This design comes from an exercise in tuning for small area, a short achievable clock period and few clock cycles per item on the open sky130 flow, not from production work. No functional check of the RTL was part of any run shown here.

==> design.v <==
module nru_mulsh (
    input  wire         clk,
    input  wire         rst_n,       
    input  wire         start,
    input  wire         op,          
    input  wire [63:0]  a,           
    input  wire [63:0]  m_hi,        
    input  wire [63:0]  m_lo,        
    input  wire [7:0]   j,           
    output wire         ready,
    output reg          done,
    output wire [63:0]  res_hi,
    output wire [63:0]  res_lo
);
    reg          busy;
    reg  [2:0]   idx;        
    reg  [3:0]   sel1;       
    reg  [3:0]   sel2;       
    reg  [3:0]   neg;        
    reg  [63:0]  x;          
    reg  [127:0] mc;         
    reg  [7:0]   r_sh;       
    reg  [191:0] acc;        
    assign ready = !busy;
    function [3:0] nbytes(input [63:0] v);
        integer i;
        begin
            nbytes = 4'd0;
            for (i = 0; i < 8; i = i + 1)
                if (|v[8*i +: 8]) nbytes = i + 1;
        end
    endfunction
    function [11:0] booth(input [63:0] v, input [2:0] c);
        reg [8:0] t;
        integer i;
        begin
            t = {v[8*c +: 8], (c == 3'd0) ? 1'b0 : v[8*c - 1]};
            for (i = 0; i < 4; i = i + 1) begin
                booth[8 + i] = t[2*i + 1] ^ t[2*i];
                booth[4 + i] = (t[2*i + 2] & ~t[2*i + 1] & ~t[2*i]) |
                               (~t[2*i + 2] & t[2*i + 1] & t[2*i]);
                booth[i]     = t[2*i + 2];
            end
        end
    endfunction
    wire [3:0]   na   = nbytes(a);
    wire [3:0]   nb   = nbytes(m_lo);
    wire         swap = !op && (nb < na);
    wire [3:0]   n    = swap ? nb : na;
    wire [63:0]  xin  = swap ? m_lo : a;
    wire [63:0]  min  = swap ? a : m_lo;
    wire [127:0] mcin = op ? {m_hi, m_lo} : {64'd0, min};
    wire [2:0]   ntop = n[2:0] - 3'd1;
    wire         topb = xin[8*ntop + 7];
    wire [128:0] mc2 = {mc, 1'b0};
    wire [128:0] mc1 = {1'b0, mc};
    wire [137:0] pp [0:3];
    genvar gi;
    generate
        for (gi = 0; gi < 4; gi = gi + 1) begin : g_pp
            wire [128:0] mag = ({129{sel1[gi]}} & mc1) | ({129{sel2[gi]}} & mc2);
            wire [129:0] one = {neg[gi], mag ^ {129{neg[gi]}}};
            if (gi == 0)
                assign pp[gi] = {{8{one[129]}}, one};
            else
                assign pp[gi] = {{(8 - 2*gi){one[129]}}, one, {(2*gi){1'b0}}};
        end
    endgenerate
    wire [137:0] ar = {2'b00, acc[127:0], 1'b0, neg[3], 1'b0, neg[2], 1'b0, neg[1], 1'b0, neg[0]};
    function [275:0] csa(input [137:0] p, input [137:0] q, input [137:0] r);
        csa = {((p & q) | (p & r) | (q & r)) << 1, p ^ q ^ r};
    endfunction
    wire [137:0] s1, c1, s2, c2, s3, c3;
    assign {c1, s1} = csa(pp[0], pp[1], pp[2]);
    assign {c2, s2} = csa(s1, c1, pp[3]);
    assign {c3, s3} = csa(s2, c2, ar);
    wire [137:0] lo    = s3 + c3;
    wire [55:0]  hi_p1 = acc[183:128] + 56'd1;
    wire [55:0]  hi_m1 = acc[183:128] - 56'd1;
    wire [55:0]  hi    = lo[137] ? hi_m1 : (lo[136] ? hi_p1 : acc[183:128]);
    wire [11:0]  bin  = booth(xin, ntop);
    wire [11:0]  bnx  = booth(x, idx);
    always @(posedge clk) begin
        if (!rst_n) begin
            busy <= 1'b0;
            done <= 1'b0;
        end else begin
            done <= 1'b0;
            if (!busy) begin
                if (start) begin
                    x    <= xin;
                    mc   <= mcin;
                    r_sh <= op ? j : 8'd0;
                    acc  <= {64'd0, topb ? mcin : 128'd0};
                    {sel1, sel2, neg} <= bin;
                    idx  <= ntop - 3'd1;
                    if (n == 4'd0)
                        done <= 1'b1;
                    else
                        busy <= 1'b1;
                end
            end else begin
                acc <= {hi, lo[135:0]};
                {sel1, sel2, neg} <= bnx;
                idx <= idx - 3'd1;
                if (idx == 3'd7) begin
                    busy <= 1'b0;
                    done <= 1'b1;
                end
            end
        end
    end
    assign res_hi = acc[127:64];
    wire [191:0] shifted = acc >> r_sh;
    assign res_lo = shifted[63:0];
endmodule
==> run.sh <==
#!/bin/bash
# synth_recipe.tcl (not shown) runs the flow's synth.tcl, then flattens the netlist and writes it again
# the make line also repeats each setting of config.mk as NAME=value (left out here)
make -C /OpenROAD-flow-scripts/flow DESIGN_CONFIG=/design/flow/config.mk WORK_HOME=/design/flow/orfs CLKGATE_MAP_FILE= SYNTH_SCRIPT=/design/flow/synth_recipe.tcl finish
==> config.mk <==
export PLATFORM = sky130hd
export DESIGN_NAME = nru_mulsh
export DESIGN_NICKNAME = nru_mulsh
export VERILOG_FILES = /design/flow/design.v
export SDC_FILE = /design/flow/constraint.sdc
export NUM_CORES = 4
export LEC_CHECK = 0
export CAP_MARGIN = 20
export CORE_MARGIN = 2
export CORE_UTILIZATION = 40
export SLEW_MARGIN = 20
==> constraint.sdc <==
create_clock -name core_clock -period 6.5 [get_ports {clk}]
set_input_delay 1.3000 -clock core_clock [delete_from_list [all_inputs] [get_ports {clk}]]
set_output_delay 1.3000 -clock core_clock [all_outputs]
set_load 0.01 [all_outputs]
==> impl_metrics.ini, run 1 <==
[clock_network]
cts_root_buffer = clkbuf_16
cts.htree.levels = 2
clockBufferDepth = 3
clk_pin_slew_ps = 60
cts_hold_buf = 0
clk_latency_ps = 720
cts_sinks = 409
cts_tree = yes
numCtsBuffers = 56

[critical_path]
critPathSlowestCell = or4_4
r2r_slack_ps = -130
path_buf_inv = 5
ff2ff_path_depth = 24
end_kind = flop
cp-start-kind = flop
worstPathRequired_ps = 6920
critical-path-top-delay-family = adder cells
max_stage_delay_ps = 560
rr_endpoint = acc[160]$_SDFFCE_PN0P_
r2r_start = sel1[0]$_DFFE_PP_
path_cells = buf_12, a22oi_2, xnor2_2, fa_1, fa_1, inv_2, fa_1, ha_4, nand3_4, buf_6, a211oi_4, o21ai_4, a2111oi_4, buf_4, a211oi_4, or4_4, a211oi_4, o21a_4, or2_4, buf_4, nand3_2, or4_4, nand3_1, a21oi_1
crit_type = reg -> reg
cp_max_fo = 14
cp.arrival_ps = 7050

[yosys]
synthFlopType = edfxtp_1
ys_seq_area_share_pct = 19.9
synth_nets = 7571
avgSynthCellArea_um2 = 9.03
ys_types = 93
synth_top_cell_area_share_pct = 19.8
yosys-top-cells-area = edfxtp_1 (20%), fa_1 (13%), mux4_2 (9.1%), xnor2_1 (7.0%), a22oi_1 (6.3%)
synth_warnings = 1
synth_largest_area_cell = edfxtp_1
synth_edf_count = 407
syn_area_um2 = 61600
ys_ff_latch = 409
async_flop_share_pct = 0
netlist_instances = 6820

[floorplan]
rows = 144
ios = 334
fp.dieW_um = 396
die_h_um = 396
die-area_um2 = 157000
start_util_pct = 40.1
core_area_um2 = 154000

[final_layout]
nets = 8026
instances_no_fill = 9371
final_area_um2 = 75300
layout_common_cells = nand2_1 (845), buf_4 (708), inv_1 (489)
final_common_cell = nand2_1
layout-drive-gt1-share_pct = 23.5
fin_util_pct = 49.1
area_delta_synth_final_pct = 22.2

[timing]
finalCritPeriodShare_pct = 102
layout_min_cycle_time_ps = 6630
maxSlewViolCount = 0
max_freq_ghz = 0.151
timing.max_slew.rel_slack_pct = 26.7
rsz0062_at_grt = yes
fin_tns_setup_ps = -2340
worst_pin_slew_ps = 1100
clock_skew_ps = 72.8
layout_setup_ws_ps = -128
hold_viol = 0
finalSetupViolCount = 38

[detailed_routing]
first_iter_violations = 7024
wl_um = 261000
dr.pass1.iters = 6
vias_per_cell = 6.14
drc = 0
vias = 57500
ant_nets = 0
post_drt_wl_per_cell_um = 27.8

[placed_design]
portBuffers = 333
gp_congestion = 1.01
dp.cells = 9201
hpwl_um = 203000
place_area_um2 = 70500

[outcome]
status = finished with violations
so_faults = negative setup slack

[job]
drv_cap = 0

[worst_hold_path]
hold_start = acc[183]$_SDFFCE_PN0P_
min_path_cells = 2
min_to = acc[191]$_SDFFCE_PN0P_
hold_class = reg -> reg

[grt]
grt_pass1_vias = 56200
grt_overflow = 0
antenna_found_initial = 12
track_usage_pct = 32.1
grt_max_degree = 194
grt_pass1_wl_um = 379000
## tightest hold or removal path, cell delays in order, from the launching register on
cell,delay [ps]
edfxtp_1,470
xor2_1,100
nor2_1,80
## registers in the layout, indices dropped and copies added (netlist names)
signal / cells
neg: 4
sel1: 4
mc: 128
busy: 1
sel2: 4
idx: 3
acc: 192
r_sh: 8
x: 64
done: 1
## metrics by stage
| stage | hold WS, ps | worst slack, ps |
|---|---|---|
| floorplan | 624 | 1.53 |
| global placement | 744 | -733 |
| detailed placement | 735 | -595 |
| CTS | 762 | -23.9 |
| global route | 807 | -349 |
| finish | 759 | -128 |
## worst max-delay path by stage
stage | to | slack [ps] | depth (start not counted) | from
6_report | acc[160]$_SDFFCE_PN0P_ | -130 | 24 | sel1[0]$_DFFE_PP_
5_1_grt | acc[162]$_SDFFCE_PN0P_ | -350 | 24 | sel2[2]$_DFFE_PP_
4_1_cts | acc[144]$_SDFFCE_PN0P_ | -20 | 22 | sel1[2]$_DFFE_PP_
3_5_place_dp | acc[160]$_SDFFCE_PN0P_ | -590 | 27 | sel2[2]$_DFFE_PP_
3_3_place_gp | acc[149]$_SDFFCE_PN0P_ | -730 | 26 | sel1[2]$_DFFE_PP_
2_1_floorplan | acc[0]$_DFFE_PP_ | 2 | 1 | start
## what timing repair did
| item | 4_1_cts | 5_1_grt |
|---|---|---|
| resized for setup | 214 | 222 |
| buffers inserted | 24 | 25 |
| pin swaps | 56 | 103 |
| setup endpoints to repair | 95 | 104 |
| cloned | 12 | 2 |
## synth_stat cells (10+ instances only)
library cell,n
nor2b_1,12
or4_1,10
clkbuf_1,420
xor2_1,203
buf_4,70
a21o_1,100
a22o_1,17
edfxtp_1,407
a22oi_1,518
nand2_1,850
buf_1,104
a32oi_1,12
a211oi_1,31
o211ai_1,14
and2_1,93
fa_1,390
nand4_1,81
nor3_1,41
clkbuf_2,124
buf_2,30
mux2_2,249
inv_1,492
o31ai_1,12
or3_1,23
nor4_1,52
a21boi_0,11
nand3_1,56
mux2i_1,166
a31oi_1,66
nand2b_1,31
a21oi_1,239
o21bai_1,50
nor2_1,263
ha_1,157
and3_1,30
xnor2_1,491
o22ai_1,139
o21ai_0,324
o21a_1,24
mux4_2,249
## cell families (layout without fill, tap and decap cells)
| logic type | count (synthesis) | after routing | share of synthesized area [%] |
|---|---|---|---|
| AO/OA/AOI/OAI | 1657 | 1657 | 17.8 |
| XOR/XNOR | 694 | 694 | 9.87 |
| adder cells (fa/ha/maj) | 547 | 547 | 15.9 |
| buffers and inverters | 1250 | 1750 | 8.40 |
| flip-flops | 409 | 409 | 19.9 |
| multiplexers | 664 | 664 | 16.4 |
| other | 0 | 7 | 0 |
| AND/OR/NAND/NOR | 1599 | 1599 | 11.8 |
## final cells by class
type | count | area (um^2)
Tap cell | 2044 | 2560
Fill cell | 14300 | 78200
Multi-Input combinational cell | 5161 | 46000
Clock inverter | 37 | 483
Inverter | 498 | 1900
Timing Repair Buffer | 1149 | 10700
Antenna cell | 7 | 17.5
Clock buffer | 66 | 1440
Sequential cell | 409 | 12300
## per-layer routing
metal	wire length, um	GRT usage, %
met1	107000	43.7
met2	116000	50.0
met3	23800	5.77
met4	13700	14.2
met5	13	0
==> inputs of run 2 (changes only) <==
--- a/config.mk
+++ b/config.mk
@@ -8,4 +8,5 @@
 export CAP_MARGIN = 20
 export CORE_MARGIN = 2
 export CORE_UTILIZATION = 40
+export SETUP_SLACK_MARGIN = 1.5
 export SLEW_MARGIN = 20
==> run 2 against run 1 <==
Die area stayed put; register-to-register slack lost 90 ps; critical path depth increased by 3; sequential cell count unchanged; cell area down 0.16%; cell count down 0.50%; global-route usage is 0.43 points lower; critical path type unchanged; utilization is 0.078 points lower; via count about the same; still fails the layout checks on negative setup slack.
==> impl_metrics.ini, run 2 <==
[outcome]
status = finished with violations
so_faults = negative setup slack

[placed_design]
dp.cells = 9188
hpwl_um = 200000
gp_congestion = 0.992
portBuffers = 333

[detailed_routing]
wl_um = 258000
vias = 57600
post_drt_wl_per_cell_um = 27.6
vias_per_cell = 6.17
drc = 0
dr.pass1.iters = 8
ant_nets = 0
first_iter_violations = 6483

[timing]
hold_slack_ps = 768
maxSlewViolCount = 0
finalCritPeriodShare_pct = 103
clock_skew_ps = 69.8
rsz0062_at_grt = yes
finalSetupViolCount = 50
fin_tns_setup_ps = -6080
max_freq_ghz = 0.149
worst_pin_slew_ps = 1190
layout_min_cycle_time_ps = 6720
layout_setup_ws_ps = -216
timing.max_slew.rel_slack_pct = 21.0
hold_viol = 0

[job]
drv_cap = 0

[final_layout]
instances_no_fill = 9324
reg_top3 = acc (192), mc (128), x (64)
seq_area_um2 = 12300
nets = 7987
largest_reg_flops = 192
layout_common_cells = nand2_1 (846), buf_4 (683), inv_1 (488)
area_delta_synth_final_pct = 22.0
multi_input_area_um2 = 46300
largest_register = acc
final_common_cell = nand2_1
layout-drive-gt1-share_pct = 24.0
n_fill_cell = 14600

[grt]
grt-busiest-layer = met2
antenna_found_initial = 6
track_usage_pct = 31.7
use_met3_pct = 5.21
grt_max_degree = 196
globalRouteMet2Util_pct = 48.5
grt_pass1_wl_um = 376000
grt_overflow = 0
grt_pass1_vias = 56100
use_met1_pct = 44.5

[critical_path]
cp_max_fo = 18
critical-path-top-delay-family = adder cells
crit_start = sel1[2]$_DFFE_PP_
r2r_slack_ps = -220
end_kind = flop
worstPathRequired_ps = 6910
r2r_start = sel1[2]$_DFFE_PP_
crit_top_cell = buf_12
max_stage_delay_ps = 500
crit_type = reg -> reg
path_buf_inv = 9
cp-start-kind = flop
cp.arrival_ps = 7130
critPathSlowestCell = fa_1

[clock_network]
clk_pin_slew_ps = 70
cts.htree.levels = 2
clk_latency_ps = 720
cts_tree = yes
cts_root_buffer = clkbuf_16
clockBufferDepth = 3
cts_sinks = 409
numCtsBuffers = 54

[yosys]
synth_top_cell_area_share_pct = 19.8
synth_common_cells = nand2_1 (850), a22oi_1 (518), inv_1 (492), xnor2_1 (491), clkbuf_1 (420)
synth_nets = 7571
synth_edf_count = 407
synth_largest_area_cell = edfxtp_1
synth_most_common_cell = nand2_1
ys_seq_area_share_pct = 19.9
avgSynthCellArea_um2 = 9.03
netlist_instances = 6820
async_flop_share_pct = 0
synthFlopType = edfxtp_1
ys_ff_latch = 409
syn_area_um2 = 61600
ys_types = 93
synth_warnings = 1
yosys-top-cells-area = edfxtp_1 (20%), fa_1 (13%), mux4_2 (9.1%), xnor2_1 (7.0%), a22oi_1 (6.3%)

[floorplan]
fp.dieW_um = 396
rows = 144
ios = 334
die-area_um2 = 157000
core_area_um2 = 154000
die_h_um = 396
start_util_pct = 40.1

[worst_hold_path]
hold_start = acc[183]$_SDFFCE_PN0P_
hold_class = reg -> reg
==> run 2: final timing paths <==
check,end,cells past startpoint
setup / recovery,acc[190]$_SDFFCE_PN0P_,27
hold / removal,acc[191]$_SDFFCE_PN0P_,2
hold reg to reg,acc[191]$_SDFFCE_PN0P_,2
setup reg to reg,acc[190]$_SDFFCE_PN0P_,27
==> run 2: cell families after synthesis <==
group                    Yosys count  synth area share (%)
AND/OR/NAND/NOR                 1599                  11.8
AO/OA/AOI/OAI                   1657                  17.8
buffers and inverters           1250                  8.40
multiplexers                     664                  16.4
XOR/XNOR                         694                  9.87
adder cells (fa/ha/maj)          547                  15.9
flip-flops                       409                  19.9
==> run 2: repair_timing <==
action	in CTS	in global routing
hold buffers	0	0
gates resized for setup	143	208
gates cloned	3	6
setup endpoints to repair	268	269
pin swaps	47	74
setup buffers	13	14
==> run 2: worst register-to-register path, delay by kind of cell (launching register included) <==
kind / cells / cell delay, ps
and+or+nand+nor: 6 / 1320
xor gates and xnor gates: 2 / 410
adders and majority gates: 4 / 1740
buffers and inverters: 9 / 1510
AOI/OAI and AO/OA: 6 / 990
DFF: 1 / 440
==> run 2: final cells by class <==
type / instances / share of cell area, %
Sequential cell: 409 / 16.3
Tap cell: 2044 / 3.40
Timing Repair Buffer: 1112 / 13.7
Clock buffer: 59 / 1.86
Inverter: 498 / 2.53
Antenna cell: 1 / 0.00333
Multi-Input combinational cell: 5161 / 61.6
Clock inverter: 40 / 0.599
==> run 2: layer usage <==
metal  vias to the layer above  routed length (um)
li1                      25100                   -
met1                     28800              107000
met2                      3136              114000
met3                       501               24700
met4                         0               12400
met5                         -                   0
==> run 2: stage by stage <==
step | cell area (um^2) | setup slack (ps) | utilization, %
floorplan | 62600 | 529 | -
global placement | 71100 | -297 | 46.3
detailed placement | 71100 | -313 | 46.3
CTS | 73900 | -143 | 48.1
global route | 75200 | -381 | 49.0
finish | 75200 | -216 | 49.0

what the ideal ports hide:
Ports are ideal in the flow. The routed layouts listed here were re-timed in OpenROAD. Step 1: set_driving_cell puts a clkbuf_16 on clk and a buf_2 on each other input, an assumption about the parent block. Step 2 moves the port delays by t, midway between the first and last clock arrival at a register: inputs arrive t later, outputs are due t later. That takes back most of the time a late clock gives input paths. a / b / c = no drivers / after step 1 / after step 2; a / b = the first two.
run | shift t [ns] | setup slack, ns | worst setup path at the end | clock arrival spread, ns | worst slew at a driven data input, ns
run 1 | 0.767 | -0.128 / -0.128 / -0.269 | input to register | 0.078 / 0.078 | 0.10
run 2 | 0.776 | -0.216 / -0.216 / -0.216 | register to register | 0.070 / 0.070 | 0.08
For run 1, which loses most, drivers alone change the setup slack by 0.000 ns; drivers and shift together by -0.141 ns.
